Background: an optimization exercise with open tools, aiming at small area. Do not read the settings as production practice. The RTL was checked by simulation tests, not by an equivalence proof against the original design. The flow treats the clock pin as an ideal source, which a real chip does not have.

==> inputs of run a <==
==> flow/design.v (excerpt) <==
module rpi433_core (
    input  wire        clk,
    input  wire        rst,
    input  wire        rx_in,
    input  wire        cmd_valid,
    input  wire [11:0] cmd,
    input  wire [15:0] rd_addr,
    output wire        tx_out,
    output wire        tx_busy,
    output wire        rx_done,
    output wire        rx_ovr,
    output wire        cmd_err,
    output wire [2:0]  rx_stat,
    output wire [4:0]  rx_cause,
    output wire [7:0]  rx_len,
    output wire [5:0]  rx_nbytes,
    output wire [15:0] min_low,
    output wire [15:0] min_high,
    output wire [7:0]  rd_data
);
clock: 12.0 ns
lec_check: 0
cap_margin: 20
core_margin: 2
core_utilization: 75
gpl_timing_driven: 0
place_density: 0.88
slew_margin: 20
standard.sh (not shown) runs the stock make flow with config.mk's settings and CLKGATE_MAP_FILE= SYNTH_SCRIPT=/design/flow/synth_recipe.tcl, a recipe that flattens the netlist after the stock synthesis.
==> flow/flow/run.sh <==
#!/bin/bash
# Layout flow: the standard flow (standard.sh) with these changes.
#  1. Synthesis is the standard one, but ABC maps the logic with flow/abc_map.script
#     (area-recovering mapping rounds) instead of ORFS's abc_speed.script, and adders
#     are left to ABC (no ADDER_MAP_FILE) instead of being mapped to ha/fa cells first.
#     Registers are mapped before ABC runs, so they are the standard synthesis's
#     registers.
#  2. Ports are buffered with sky130_fd_sc_hd__buf_1.
#  3. CTS uses clkbuf_16 with larger sink clusters and inserts no dummy loads.
#  4. The buffers synthesis puts on pass-through (constant) outputs are removed at
#     floorplan (REMOVE_ABC_BUFFERS), as timing-driven placement would otherwise do.
# Each step's output goes to a log file in this folder.
set -euo pipefail
here=$(pwd)
rm -rf "$here/scripts_abc"
cp -r "$FLOW_HOME/scripts" "$here/scripts_abc"
cp "$here/flow/abc_map.script" "$here/scripts_abc/abc_speed.script"
export REMOVE_ABC_BUFFERS=1
export BUFFER_PORTS_ARGS="-buffer_cell sky130_fd_sc_hd__buf_1"
export CTS_ARGS="-sink_clustering_enable -repair_clock_nets -sink_clustering_size 32 -sink_clustering_max_diameter 80 -buf_list sky130_fd_sc_hd__clkbuf_16 -dont_use_dummy_load"
SCRIPTS_DIR="$here/scripts_abc" ADDER_MAP_FILE= bash standard.sh synth > "$here/synth.log" 2>&1
bash standard.sh > "$here/layout.log" 2>&1
==> flow/flow/abc_map.script <==
&get -n
&st
&dc2
&dch -f
&nf -R 1000 -p -F 8 -A 4
&st
&syn2
&dc2
&if -g -K 6
&synch2
&nf -R 1000 -p -F 8 -A 4
&st
&syn2
&if -g -K 6
&synch2
&nf -R 1000 -p -F 8 -A 4
&st
&dc2
&dch -f
&nf -R 1000 -p -F 8 -A 4
&put
topo
stime -c
dnsize -c
==> inputs of run b, as changes to run a <==
--- a/flow/design.v
+++ b/flow/design.v
@@ -13,16 +13,17 @@
     output wire [2:0]  rx_stat,
     output wire [4:0]  rx_cause,
     output wire [7:0]  rx_len,
     output wire [5:0]  rx_nbytes,
     output wire [15:0] min_low,
     output wire [15:0] min_high,
     output wire [7:0]  rd_data
 );
+    localparam [1:0] R_IDLE = 2'd0, R_START = 2'd1, R_DATA = 2'd2;
     localparam [1:0] T_IDLE = 2'd0, T_RUN = 2'd1, T_FIN = 2'd2, T_END = 2'd3;
     localparam [1:0] G_SIG = 2'd0, G_LEN = 2'd1, G_PAY = 2'd2, G_CHK = 2'd3;
     localparam [2:0] ST_NONE = 3'd0, ST_OK = 3'd1, ST_BADTIMING = 3'd2, ST_TOOSHORT = 3'd3,
                      ST_SIGMISMATCH = 3'd4, ST_LENOVERRUN = 3'd5, ST_CHKMISMATCH = 3'd6;
     localparam [3:0] OP_TXCLR = 4'h1, OP_TXPUSH = 4'h2, OP_TXGO = 4'h3,
                      OP_RXACK = 4'h4, OP_ERRCLR = 4'h5;
     localparam [6:0] END_P = 7'd100;
     function [7:0] key_byte;
@@ -39,30 +40,30 @@
     reg [1:0]   txrg;            
     reg         txlevel;
     reg [7:0]   txhold;
     reg [2:0]   txbc;            
     reg [4:0]   txcnt;           
     reg [5:0]   txlen;
     reg [7:0]   txchk;           
     reg [255:0] txr;             
-    reg [7:0]   txs2, txs3;      
-    reg         txv1, txv2, txv3;    
+    reg [7:0]   txp;             
+    reg         txpv;            
     reg [7:0]   txn;             
     reg         cmderr;
-    reg         rxact;           
+    reg [1:0]   rxphase;
     reg         level;
     reg [6:0]   elapsed;         
     reg [6:0]   unit;            
+    reg [3:0]   m10;             
     reg         bad;
     reg         cwovf;
     reg [9:0]   cwcnt;
     reg [6:0]   run_lo, run_hi;
-    reg [6:0]   ev1_dur, ev2_dur;    
-    wire [3:0]  m10 = ev2_dur[3:0];
+    reg [6:0]   ev1_dur, ev2_dur;
     reg [7:0]   sr;              
     reg [5:0]   rxcnt;
     reg         nz;              
     reg         sigbad;          
     reg [7:0]   nlen;            
     reg         dchk;            
     reg [7:0]   acc;             
     reg [7:0]   pend;            
@@ -108,37 +109,31 @@
     wire do_txclr  = cmd_valid && op == OP_TXCLR  && tx_idle_s;
     wire do_txpush = cmd_valid && op == OP_TXPUSH && tx_idle_s && !txlen[5];
     wire do_txgo   = cmd_valid && op == OP_TXGO   && tx_idle_s;
     wire do_rxack  = cmd_valid && op == OP_RXACK;
     wire do_errclr = cmd_valid && op == OP_ERRCLR;
     wire refused   = cmd_valid && (op == OP_TXCLR || op == OP_TXPUSH || op == OP_TXGO ||
                                    op > OP_ERRCLR) &&
                      !(do_txclr || do_txpush || do_txgo);
-    wire [1:0] tx_n2    = 2'd1 + {1'b0, txv1};
-    wire [1:0] tx_n3    = 2'd1 + {1'b0, txv1} + {1'b0, txv2};
-    wire [1:0] tx_base  = txlen[1:0] + ph[1:0] + 2'd1;        
-    wire       tx_c0    = do_txpush && (tx_base == 2'd0);
-    wire       tx_c1    = txv1 && (tx_base == 2'd1);
-    wire       tx_c2    = txv2 && (tx_base == tx_n2);
-    wire       tx_c3    = txv3 && (tx_base == tx_n3);
-    wire       tx_we    = tx_c0 || tx_c1 || tx_c2 || tx_c3;
-    wire [1:0] tx_nsel  = tx_c0 ? 2'd0 : tx_c1 ? 2'd1 : tx_c2 ? tx_n2 : tx_n3;
-    wire [4:0] tx_wsl   = txlen[4:0] + ph + 5'd1 - {3'd0, tx_nsel};    
-    wire [7:0] tx_wd    = tx_c0 ? arg : tx_c1 ? txchk : tx_c2 ? txs2 : txs3;
+    wire [4:0] tx_wsl   = txlen[4:0] + ph + {4'd0, !txpv};    
+    wire       tx_podd  = !(txlen[0] ^ ph[0]);                  
+    wire       tx_dir   = do_txpush && !tx_podd;
+    wire       tx_we    = txpv || tx_dir;
+    wire [7:0] tx_wd    = txpv ? txp : arg;
     wire [4:0] tx_rsl   = txcnt + ph;
     wire       tx_fetch = (tx_rsl[2:0] == 3'd7) && (txrg == G_LEN || (txrg == G_PAY && txbc == 3'd0));
     wire [6:0] diff     = (elapsed == 7'd127) ? 7'd127 : elapsed + 1'b1;
-    wire       gate     = rxact && (diff > END_P);
-    wire       rx_start = rxact && (cwcnt == 10'd0);      
+    wire       gate     = (rxphase != R_IDLE) && (diff > END_P);
     wire       changed  = (rx_in != level);
     wire       accepted = changed && (diff >= 7'd2);
-    wire       is_first = accepted && (gate || !rxact);
-    wire       is_calib = accepted && !gate && rx_start;
-    wire       is_data  = accepted && !gate && rxact && !rx_start;
+    wire [1:0] phase_g  = gate ? R_IDLE : rxphase;
+    wire       is_first = accepted && phase_g == R_IDLE;
+    wire       is_calib = accepted && phase_g == R_START;
+    wire       is_data  = accepted && phase_g == R_DATA;
     wire       do_record = is_calib || is_data;
     wire [7:0] ce  = {1'b0, diff} - {2'b00, unit[6:1]} - {7'd0, unit[0]};
     wire ge1 = !ce[7];
     wire ge3 = (ce[6:0] >= unit);
     wire ge5 = ({1'b0, ce[6:0]} >= {unit, 1'b0});
     wire sym_zero = is_data && ge1 && !ge3;
     wire sym_one  = is_data && ge1 &&  ge3 && !ge5;
     wire sym_bad  = is_data && !sym_zero && !sym_one;
@@ -165,46 +160,38 @@
         else if (!dchk)              fin_stat = ST_LENOVERRUN;
         else if (acc != 8'h00)       fin_stat = ST_CHKMISMATCH;
         else                         fin_stat = ST_OK;
     end
     wire fin_ok = (fin_stat == ST_OK);
     wire rxdone_h = do_rxack ? 1'b0 : rxdone;
     wire rxovr_h  = do_rxack ? 1'b0 : rxovr;
     always @(posedge clk) begin
-        for (q = 0; q < 32; q = q + 1)
-            if (q % 4 == 0)
-                txr[8*q +: 8] <= ~((tx_we && tx_wsl[4:2] == q[4:2]) ? (q[2] ? tx_wd : ~tx_wd)
-                                                                  : txr[8*((q+31)%32) +: 8]);
-            else
-                txr[8*q +: 8] <= txr[8*(q-1) +: 8];
-        txs2 <= txchk;
-        txs3 <= txs2;
+        for (q = 0; q < 32; q = q + 2)
+            txr[8*q +: 8] <= ~((tx_we && tx_wsl[4:1] == q[4:1]) ? (q[1] ? tx_wd : ~tx_wd)
+                                                              : txr[8*((q+31)%32) +: 8]);
+        for (q = 1; q < 32; q = q + 2)
+            txr[8*q +: 8] <= txr[8*(q-1) +: 8];
+        txp <= arg;
         if (tx_fetch)
             txn <= ~txr[8*{tx_rsl[4:3], 3'd7} +: 8];      
         bank0 <= {bank0[247:128], (wr16 && disp)  ? pend : bank0[127:120],
                   bank0[119:0],   (wr0 && disp)   ? pend : bank0[255:248]};
         bank1 <= {bank1[247:128], (wr16 && !disp) ? pend : bank1[127:120],
                   bank1[119:0],   (wr0 && !disp)  ? pend : bank1[255:248]};
         if (byte_store)
             pend <= byte_n ^ key_byte(pay_c[3:0]);
         if (byte_store && rxcnt == 6'd4)
             nlen <= byte_n;
         if (do_record && !cwcnt[9]) begin
             ev1_dur <= diff;
             ev2_dur <= ev1_dur;
-        end else if (is_first) begin
-            ev2_dur[3:0] <= 4'd1;
-        end else if (rx_start && !accepted) begin
-            ev2_dur[3:0] <= (m10 == 4'd9) ? 4'd0 : m10 + 1'b1;
         end
         if (do_txgo)
             txchk <= 8'h00;
-        else if (tx_idle_s)
-            txchk <= arg;
         else if (tx_bend && txrg == G_PAY)
             txchk <= txchk ^ tx_enc;
         if (do_txgo) begin
             txhold <= 8'd10;
             txbc   <= 3'd0;
             txcnt  <= 5'd0;
             txrg   <= G_SIG;
         end else if (tx_hold) begin
@@ -227,32 +214,33 @@
                     G_PAY: begin
                         txcnt <= txcnt_p1;
                         if (tx_pay_last) txrg <= G_CHK;
                     end
                     default: ;
                 endcase
             end
         end
-        if (is_first)
+        if (is_first) begin
             unit <= 7'd0;
-        else if (rx_start && !accepted)
+            m10  <= 4'd1;
+        end else if (rxphase == R_START && !accepted) begin
             unit <= unit + (m10 != 4'd0);
+            m10  <= (m10 == 4'd9) ? 4'd0 : m10 + 1'b1;
+        end
     end
     always @(posedge clk) begin
         if (rst) begin
             ph       <= 5'd0;
             txphase  <= T_IDLE;
             txlevel  <= 1'b0;
             txlen    <= 6'd0;
-            txv1     <= 1'b0;
-            txv2     <= 1'b0;
-            txv3     <= 1'b0;
+            txpv     <= 1'b0;
             cmderr   <= 1'b0;
-            rxact    <= 1'b0;
+            rxphase  <= R_IDLE;
             level    <= 1'b0;
             elapsed  <= 7'd0;
             bad      <= 1'b0;
             cwovf    <= 1'b0;
             cwcnt    <= 10'd0;
             run_lo   <= END_P;
             run_hi   <= END_P;
             sr       <= 8'h01;
@@ -272,19 +260,17 @@
             rxovr    <= 1'b0;
         end else begin
             ph <= ph + 1'b1;
             txphase <= txphase_s;
             if (txphase == T_FIN && !tx_hold)
                 txlevel <= 1'b0;
             else if (tx_bit)
                 txlevel <= ~txlevel;
-            txv1 <= do_txpush;
-            txv2 <= txv1 && !do_txclr;
-            txv3 <= txv2 && !do_txclr;
+            txpv <= do_txpush && tx_podd;
             if (do_txclr)
                 txlen <= 6'd0;
             if (do_txpush)
                 txlen <= txlen + 1'b1;
             if (do_txgo) begin
                 txlevel <= 1'b1;
                 txphase <= T_RUN;
             end
@@ -310,25 +296,27 @@
                 bad      <= 1'b0;
                 cwovf    <= 1'b0;
                 run_lo   <= END_P;
                 run_hi   <= END_P;
                 nz       <= 1'b0;
                 sigbad   <= 1'b0;
                 dchk     <= 1'b0;
                 acc      <= 8'h00;
-                rxact    <= 1'b0;
+                rxphase  <= R_IDLE;
             end
             if (!accepted) begin
                 elapsed <= diff;
             end else begin
                 elapsed <= 7'd0;
                 level   <= rx_in;
                 if (is_first)
-                    rxact <= 1'b1;
+                    rxphase <= R_START;
+                if (is_calib)
+                    rxphase <= R_DATA;
                 if (sym_bad)
                     bad <= 1'b1;
             end
             if (do_record) begin
                 if (!cwcnt[9]) begin
                     cwcnt <= cwcnt + 1'b1;
                     if (cwcnt[8:2] != 7'd0) begin
                         if (!level && ev2_dur < run_lo) run_lo <= ev2_dur;
--- a/flow/flow/run.sh
+++ b/flow/flow/run.sh
@@ -12,11 +12,11 @@
 # Each step's output goes to a log file in this folder.
 set -euo pipefail
 here=$(pwd)
 rm -rf "$here/scripts_abc"
 cp -r "$FLOW_HOME/scripts" "$here/scripts_abc"
 cp "$here/flow/abc_map.script" "$here/scripts_abc/abc_speed.script"
 export REMOVE_ABC_BUFFERS=1
 export BUFFER_PORTS_ARGS="-buffer_cell sky130_fd_sc_hd__buf_1"
-export CTS_ARGS="-sink_clustering_enable -repair_clock_nets -sink_clustering_size 32 -sink_clustering_max_diameter 80 -buf_list sky130_fd_sc_hd__clkbuf_16 -dont_use_dummy_load"
+export CTS_ARGS="-sink_clustering_enable -repair_clock_nets -sink_clustering_size 30 -sink_clustering_max_diameter 80 -buf_list sky130_fd_sc_hd__clkbuf_16 -dont_use_dummy_load"
 SCRIPTS_DIR="$here/scripts_abc" ADDER_MAP_FILE= bash standard.sh synth > "$here/synth.log" 2>&1
 bash standard.sh > "$here/layout.log" 2>&1
Settings changed: CORE_UTILIZATION 75 to 55, PLACE_DENSITY 0.88 to 0.7.
==> inputs of run c, as changes to run a <==
--- a/flow/design.v
+++ b/flow/design.v
@@ -13,16 +13,17 @@
     output wire [2:0]  rx_stat,
     output wire [4:0]  rx_cause,
     output wire [7:0]  rx_len,
     output wire [5:0]  rx_nbytes,
     output wire [15:0] min_low,
     output wire [15:0] min_high,
     output wire [7:0]  rd_data
 );
+    localparam [1:0] R_IDLE = 2'd0, R_START = 2'd1, R_DATA = 2'd2;
     localparam [1:0] T_IDLE = 2'd0, T_RUN = 2'd1, T_FIN = 2'd2, T_END = 2'd3;
     localparam [1:0] G_SIG = 2'd0, G_LEN = 2'd1, G_PAY = 2'd2, G_CHK = 2'd3;
     localparam [2:0] ST_NONE = 3'd0, ST_OK = 3'd1, ST_BADTIMING = 3'd2, ST_TOOSHORT = 3'd3,
                      ST_SIGMISMATCH = 3'd4, ST_LENOVERRUN = 3'd5, ST_CHKMISMATCH = 3'd6;
     localparam [3:0] OP_TXCLR = 4'h1, OP_TXPUSH = 4'h2, OP_TXGO = 4'h3,
                      OP_RXACK = 4'h4, OP_ERRCLR = 4'h5;
     localparam [6:0] END_P = 7'd100;
     function [7:0] key_byte;
@@ -39,30 +40,30 @@
     reg [1:0]   txrg;            
     reg         txlevel;
     reg [7:0]   txhold;
     reg [2:0]   txbc;            
     reg [4:0]   txcnt;           
     reg [5:0]   txlen;
     reg [7:0]   txchk;           
     reg [255:0] txr;             
-    reg [7:0]   txs2, txs3;      
-    reg         txv1, txv2, txv3;    
+    reg [7:0]   txp;             
+    reg         txpv;            
     reg [7:0]   txn;             
     reg         cmderr;
-    reg         rxact;           
+    reg [1:0]   rxphase;
     reg         level;
     reg [6:0]   elapsed;         
     reg [6:0]   unit;            
+    reg [3:0]   m10;             
     reg         bad;
     reg         cwovf;
     reg [9:0]   cwcnt;
     reg [6:0]   run_lo, run_hi;
-    reg [6:0]   ev1_dur, ev2_dur;    
-    wire [3:0]  m10 = ev2_dur[3:0];
+    reg [6:0]   ev1_dur, ev2_dur;
     reg [7:0]   sr;              
     reg [5:0]   rxcnt;
     reg         nz;              
     reg         sigbad;          
     reg [7:0]   nlen;            
     reg         dchk;            
     reg [7:0]   acc;             
     reg [7:0]   pend;            
@@ -108,37 +109,31 @@
     wire do_txclr  = cmd_valid && op == OP_TXCLR  && tx_idle_s;
     wire do_txpush = cmd_valid && op == OP_TXPUSH && tx_idle_s && !txlen[5];
     wire do_txgo   = cmd_valid && op == OP_TXGO   && tx_idle_s;
     wire do_rxack  = cmd_valid && op == OP_RXACK;
     wire do_errclr = cmd_valid && op == OP_ERRCLR;
     wire refused   = cmd_valid && (op == OP_TXCLR || op == OP_TXPUSH || op == OP_TXGO ||
                                    op > OP_ERRCLR) &&
                      !(do_txclr || do_txpush || do_txgo);
-    wire [1:0] tx_n2    = 2'd1 + {1'b0, txv1};
-    wire [1:0] tx_n3    = 2'd1 + {1'b0, txv1} + {1'b0, txv2};
-    wire [1:0] tx_base  = txlen[1:0] + ph[1:0] + 2'd1;        
-    wire       tx_c0    = do_txpush && (tx_base == 2'd0);
-    wire       tx_c1    = txv1 && (tx_base == 2'd1);
-    wire       tx_c2    = txv2 && (tx_base == tx_n2);
-    wire       tx_c3    = txv3 && (tx_base == tx_n3);
-    wire       tx_we    = tx_c0 || tx_c1 || tx_c2 || tx_c3;
-    wire [1:0] tx_nsel  = tx_c0 ? 2'd0 : tx_c1 ? 2'd1 : tx_c2 ? tx_n2 : tx_n3;
-    wire [4:0] tx_wsl   = txlen[4:0] + ph + 5'd1 - {3'd0, tx_nsel};    
-    wire [7:0] tx_wd    = tx_c0 ? arg : tx_c1 ? txchk : tx_c2 ? txs2 : txs3;
+    wire [4:0] tx_wsl   = txlen[4:0] + ph + {4'd0, !txpv};    
+    wire       tx_podd  = !(txlen[0] ^ ph[0]);                  
+    wire       tx_dir   = do_txpush && !tx_podd;
+    wire       tx_we    = txpv || tx_dir;
+    wire [7:0] tx_wd    = txpv ? txp : arg;
     wire [4:0] tx_rsl   = txcnt + ph;
     wire       tx_fetch = (tx_rsl[2:0] == 3'd7) && (txrg == G_LEN || (txrg == G_PAY && txbc == 3'd0));
     wire [6:0] diff     = (elapsed == 7'd127) ? 7'd127 : elapsed + 1'b1;
-    wire       gate     = rxact && (diff > END_P);
-    wire       rx_start = rxact && (cwcnt == 10'd0);      
+    wire       gate     = (rxphase != R_IDLE) && (diff > END_P);
     wire       changed  = (rx_in != level);
     wire       accepted = changed && (diff >= 7'd2);
-    wire       is_first = accepted && (gate || !rxact);
-    wire       is_calib = accepted && !gate && rx_start;
-    wire       is_data  = accepted && !gate && rxact && !rx_start;
+    wire [1:0] phase_g  = gate ? R_IDLE : rxphase;
+    wire       is_first = accepted && phase_g == R_IDLE;
+    wire       is_calib = accepted && phase_g == R_START;
+    wire       is_data  = accepted && phase_g == R_DATA;
     wire       do_record = is_calib || is_data;
     wire [7:0] ce  = {1'b0, diff} - {2'b00, unit[6:1]} - {7'd0, unit[0]};
     wire ge1 = !ce[7];
     wire ge3 = (ce[6:0] >= unit);
     wire ge5 = ({1'b0, ce[6:0]} >= {unit, 1'b0});
     wire sym_zero = is_data && ge1 && !ge3;
     wire sym_one  = is_data && ge1 &&  ge3 && !ge5;
     wire sym_bad  = is_data && !sym_zero && !sym_one;
@@ -165,46 +160,38 @@
         else if (!dchk)              fin_stat = ST_LENOVERRUN;
         else if (acc != 8'h00)       fin_stat = ST_CHKMISMATCH;
         else                         fin_stat = ST_OK;
     end
     wire fin_ok = (fin_stat == ST_OK);
     wire rxdone_h = do_rxack ? 1'b0 : rxdone;
     wire rxovr_h  = do_rxack ? 1'b0 : rxovr;
     always @(posedge clk) begin
-        for (q = 0; q < 32; q = q + 1)
-            if (q % 4 == 0)
-                txr[8*q +: 8] <= ~((tx_we && tx_wsl[4:2] == q[4:2]) ? (q[2] ? tx_wd : ~tx_wd)
-                                                                  : txr[8*((q+31)%32) +: 8]);
-            else
-                txr[8*q +: 8] <= txr[8*(q-1) +: 8];
-        txs2 <= txchk;
-        txs3 <= txs2;
+        for (q = 0; q < 32; q = q + 2)
+            txr[8*q +: 8] <= ~((tx_we && tx_wsl[4:1] == q[4:1]) ? (q[1] ? tx_wd : ~tx_wd)
+                                                              : txr[8*((q+31)%32) +: 8]);
+        for (q = 1; q < 32; q = q + 2)
+            txr[8*q +: 8] <= txr[8*(q-1) +: 8];
+        txp <= arg;
         if (tx_fetch)
             txn <= ~txr[8*{tx_rsl[4:3], 3'd7} +: 8];      
         bank0 <= {bank0[247:128], (wr16 && disp)  ? pend : bank0[127:120],
                   bank0[119:0],   (wr0 && disp)   ? pend : bank0[255:248]};
         bank1 <= {bank1[247:128], (wr16 && !disp) ? pend : bank1[127:120],
                   bank1[119:0],   (wr0 && !disp)  ? pend : bank1[255:248]};
         if (byte_store)
             pend <= byte_n ^ key_byte(pay_c[3:0]);
         if (byte_store && rxcnt == 6'd4)
             nlen <= byte_n;
         if (do_record && !cwcnt[9]) begin
             ev1_dur <= diff;
             ev2_dur <= ev1_dur;
-        end else if (is_first) begin
-            ev2_dur[3:0] <= 4'd1;
-        end else if (rx_start && !accepted) begin
-            ev2_dur[3:0] <= (m10 == 4'd9) ? 4'd0 : m10 + 1'b1;
         end
         if (do_txgo)
             txchk <= 8'h00;
-        else if (tx_idle_s)
-            txchk <= arg;
         else if (tx_bend && txrg == G_PAY)
             txchk <= txchk ^ tx_enc;
         if (do_txgo) begin
             txhold <= 8'd10;
             txbc   <= 3'd0;
             txcnt  <= 5'd0;
             txrg   <= G_SIG;
         end else if (tx_hold) begin
@@ -227,32 +214,33 @@
                     G_PAY: begin
                         txcnt <= txcnt_p1;
                         if (tx_pay_last) txrg <= G_CHK;
                     end
                     default: ;
                 endcase
             end
         end
-        if (is_first)
+        if (is_first) begin
             unit <= 7'd0;
-        else if (rx_start && !accepted)
+            m10  <= 4'd1;
+        end else if (rxphase == R_START && !accepted) begin
             unit <= unit + (m10 != 4'd0);
+            m10  <= (m10 == 4'd9) ? 4'd0 : m10 + 1'b1;
+        end
     end
     always @(posedge clk) begin
         if (rst) begin
             ph       <= 5'd0;
             txphase  <= T_IDLE;
             txlevel  <= 1'b0;
             txlen    <= 6'd0;
-            txv1     <= 1'b0;
-            txv2     <= 1'b0;
-            txv3     <= 1'b0;
+            txpv     <= 1'b0;
             cmderr   <= 1'b0;
-            rxact    <= 1'b0;
+            rxphase  <= R_IDLE;
             level    <= 1'b0;
             elapsed  <= 7'd0;
             bad      <= 1'b0;
             cwovf    <= 1'b0;
             cwcnt    <= 10'd0;
             run_lo   <= END_P;
             run_hi   <= END_P;
             sr       <= 8'h01;
@@ -272,19 +260,17 @@
             rxovr    <= 1'b0;
         end else begin
             ph <= ph + 1'b1;
             txphase <= txphase_s;
             if (txphase == T_FIN && !tx_hold)
                 txlevel <= 1'b0;
             else if (tx_bit)
                 txlevel <= ~txlevel;
-            txv1 <= do_txpush;
-            txv2 <= txv1 && !do_txclr;
-            txv3 <= txv2 && !do_txclr;
+            txpv <= do_txpush && tx_podd;
             if (do_txclr)
                 txlen <= 6'd0;
             if (do_txpush)
                 txlen <= txlen + 1'b1;
             if (do_txgo) begin
                 txlevel <= 1'b1;
                 txphase <= T_RUN;
             end
@@ -310,25 +296,27 @@
                 bad      <= 1'b0;
                 cwovf    <= 1'b0;
                 run_lo   <= END_P;
                 run_hi   <= END_P;
                 nz       <= 1'b0;
                 sigbad   <= 1'b0;
                 dchk     <= 1'b0;
                 acc      <= 8'h00;
-                rxact    <= 1'b0;
+                rxphase  <= R_IDLE;
             end
             if (!accepted) begin
                 elapsed <= diff;
             end else begin
                 elapsed <= 7'd0;
                 level   <= rx_in;
                 if (is_first)
-                    rxact <= 1'b1;
+                    rxphase <= R_START;
+                if (is_calib)
+                    rxphase <= R_DATA;
                 if (sym_bad)
                     bad <= 1'b1;
             end
             if (do_record) begin
                 if (!cwcnt[9]) begin
                     cwcnt <= cwcnt + 1'b1;
                     if (cwcnt[8:2] != 7'd0) begin
                         if (!level && ev2_dur < run_lo) run_lo <= ev2_dur;
--- a/flow/flow/run.sh
+++ b/flow/flow/run.sh
@@ -12,11 +12,11 @@
 # Each step's output goes to a log file in this folder.
 set -euo pipefail
 here=$(pwd)
 rm -rf "$here/scripts_abc"
 cp -r "$FLOW_HOME/scripts" "$here/scripts_abc"
 cp "$here/flow/abc_map.script" "$here/scripts_abc/abc_speed.script"
 export REMOVE_ABC_BUFFERS=1
 export BUFFER_PORTS_ARGS="-buffer_cell sky130_fd_sc_hd__buf_1"
-export CTS_ARGS="-sink_clustering_enable -repair_clock_nets -sink_clustering_size 32 -sink_clustering_max_diameter 80 -buf_list sky130_fd_sc_hd__clkbuf_16 -dont_use_dummy_load"
+export CTS_ARGS="-sink_clustering_enable -repair_clock_nets -sink_clustering_size 30 -sink_clustering_max_diameter 80 -buf_list sky130_fd_sc_hd__clkbuf_16 -dont_use_dummy_load"
 SCRIPTS_DIR="$here/scripts_abc" ADDER_MAP_FILE= bash standard.sh synth > "$here/synth.log" 2>&1
 bash standard.sh > "$here/layout.log" 2>&1
Settings changed: CAP_MARGIN 20 to 10, CORE_UTILIZATION 75 to 40, PLACE_DENSITY 0.88 to not set, SLEW_MARGIN 20 to 10.
==> inputs of run d, as changes to run a <==
--- a/flow/flow/run.sh
+++ b/flow/flow/run.sh
@@ -12,11 +12,11 @@
 # Each step's output goes to a log file in this folder.
 set -euo pipefail
 here=$(pwd)
 rm -rf "$here/scripts_abc"
 cp -r "$FLOW_HOME/scripts" "$here/scripts_abc"
 cp "$here/flow/abc_map.script" "$here/scripts_abc/abc_speed.script"
 export REMOVE_ABC_BUFFERS=1
 export BUFFER_PORTS_ARGS="-buffer_cell sky130_fd_sc_hd__buf_1"
-export CTS_ARGS="-sink_clustering_enable -repair_clock_nets -sink_clustering_size 32 -sink_clustering_max_diameter 80 -buf_list sky130_fd_sc_hd__clkbuf_16 -dont_use_dummy_load"
+export CTS_ARGS="-sink_clustering_enable -repair_clock_nets -sink_clustering_size 30 -sink_clustering_max_diameter 80 -buf_list sky130_fd_sc_hd__clkbuf_16 -dont_use_dummy_load"
 SCRIPTS_DIR="$here/scripts_abc" ADDER_MAP_FILE= bash standard.sh synth > "$here/synth.log" 2>&1
 bash standard.sh > "$here/layout.log" 2>&1
==> metrics.csv <==
metric;value;unit
multi_input_comb_area;0.00939;mm²
use_met3;10.9;%
status;finished clean;
p_sw;1310;µW
final_max_slew_viol_count;0;
clockPowerShare;27.8;%
wl_per_cell;27.4;µm
instances_no_fill;3168;
vdd_drop_max;0.160;mV
That was run d.
==> metrics.csv <==
metric;value;unit
final_max_slew_viol_count;0;
wl_per_cell;24.2;µm
multi_input_comb_area;0.00978;mm²
p_sw;1260;µW
status;finished clean;
vdd_drop_max;0.109;mV
clockPowerShare;28.6;%
That was run b.
==> metrics.csv <==
metric;value;unit
wl_per_cell;23.8;µm
clockPowerShare;29.2;%
multi_input_comb_area;0.00974;mm²
vdd_drop_max;0.100;mV
use_met3;4.93;%
p_sw;1280;µW
max_cap_violations;1;
violations;capacitance limit, slew limit;
final_max_slew_viol_count;9;
status;complete, but fails checks;
That was run c.
==> metrics.csv <==
metric;value;unit
start_kind;primary input;
vdd_drop_max;0.187;mV
final_max_slew_viol_count;0;
drtIter0Drc;3347;
clockPowerShare;27.5;%
synthTopCellsByArea;dfxtp_1 (64%), edfxtp_1 (3.9%), nor2_1 (3.5%);
multi_input_comb_area;0.00939;mm²
wl_per_cell;27.5;µm
grt.overflow.total;0;
postRouteAntennaNets;0;
status;finished clean;
instances_no_fill;3166;
top_usage_layer;met2;
p_sw;1320;µW
That was run a.

[re-timing with driven ports]
The flow's constraints put no driver on any port. The routed layouts listed below were extracted and timed again, unchanged, in two steps.
Step 1 (the two cells are an assumption about what drives the block):
set clk [get_ports {clk}]
set_driving_cell -lib_cell sky130_fd_sc_hd__clkbuf_16 $clk
set_driving_cell -lib_cell sky130_fd_sc_hd__buf_2 [delete_from_list [all_inputs] $clk]
Step 2 adds t to the input delays and takes it off the output delays; t is the mean of the earliest and latest rising clock arrival at the registers after step 1. Input paths then give back, and output paths get back, about the clock's delay inside the block.
Three values: no drivers, after step 1, after step 2; two values: the first two.
run	t, ns	slack for setup (ns)	worst setup path at the end
run a	0.654	2.655 / 2.622 / 2.622	input to output
run b	0.654	2.609 / 2.588 / 2.588	input to output
run c	0.654	2.438 / 2.417 / 2.417	input to output
run d	0.650	2.698 / 2.665 / 2.665	input to output
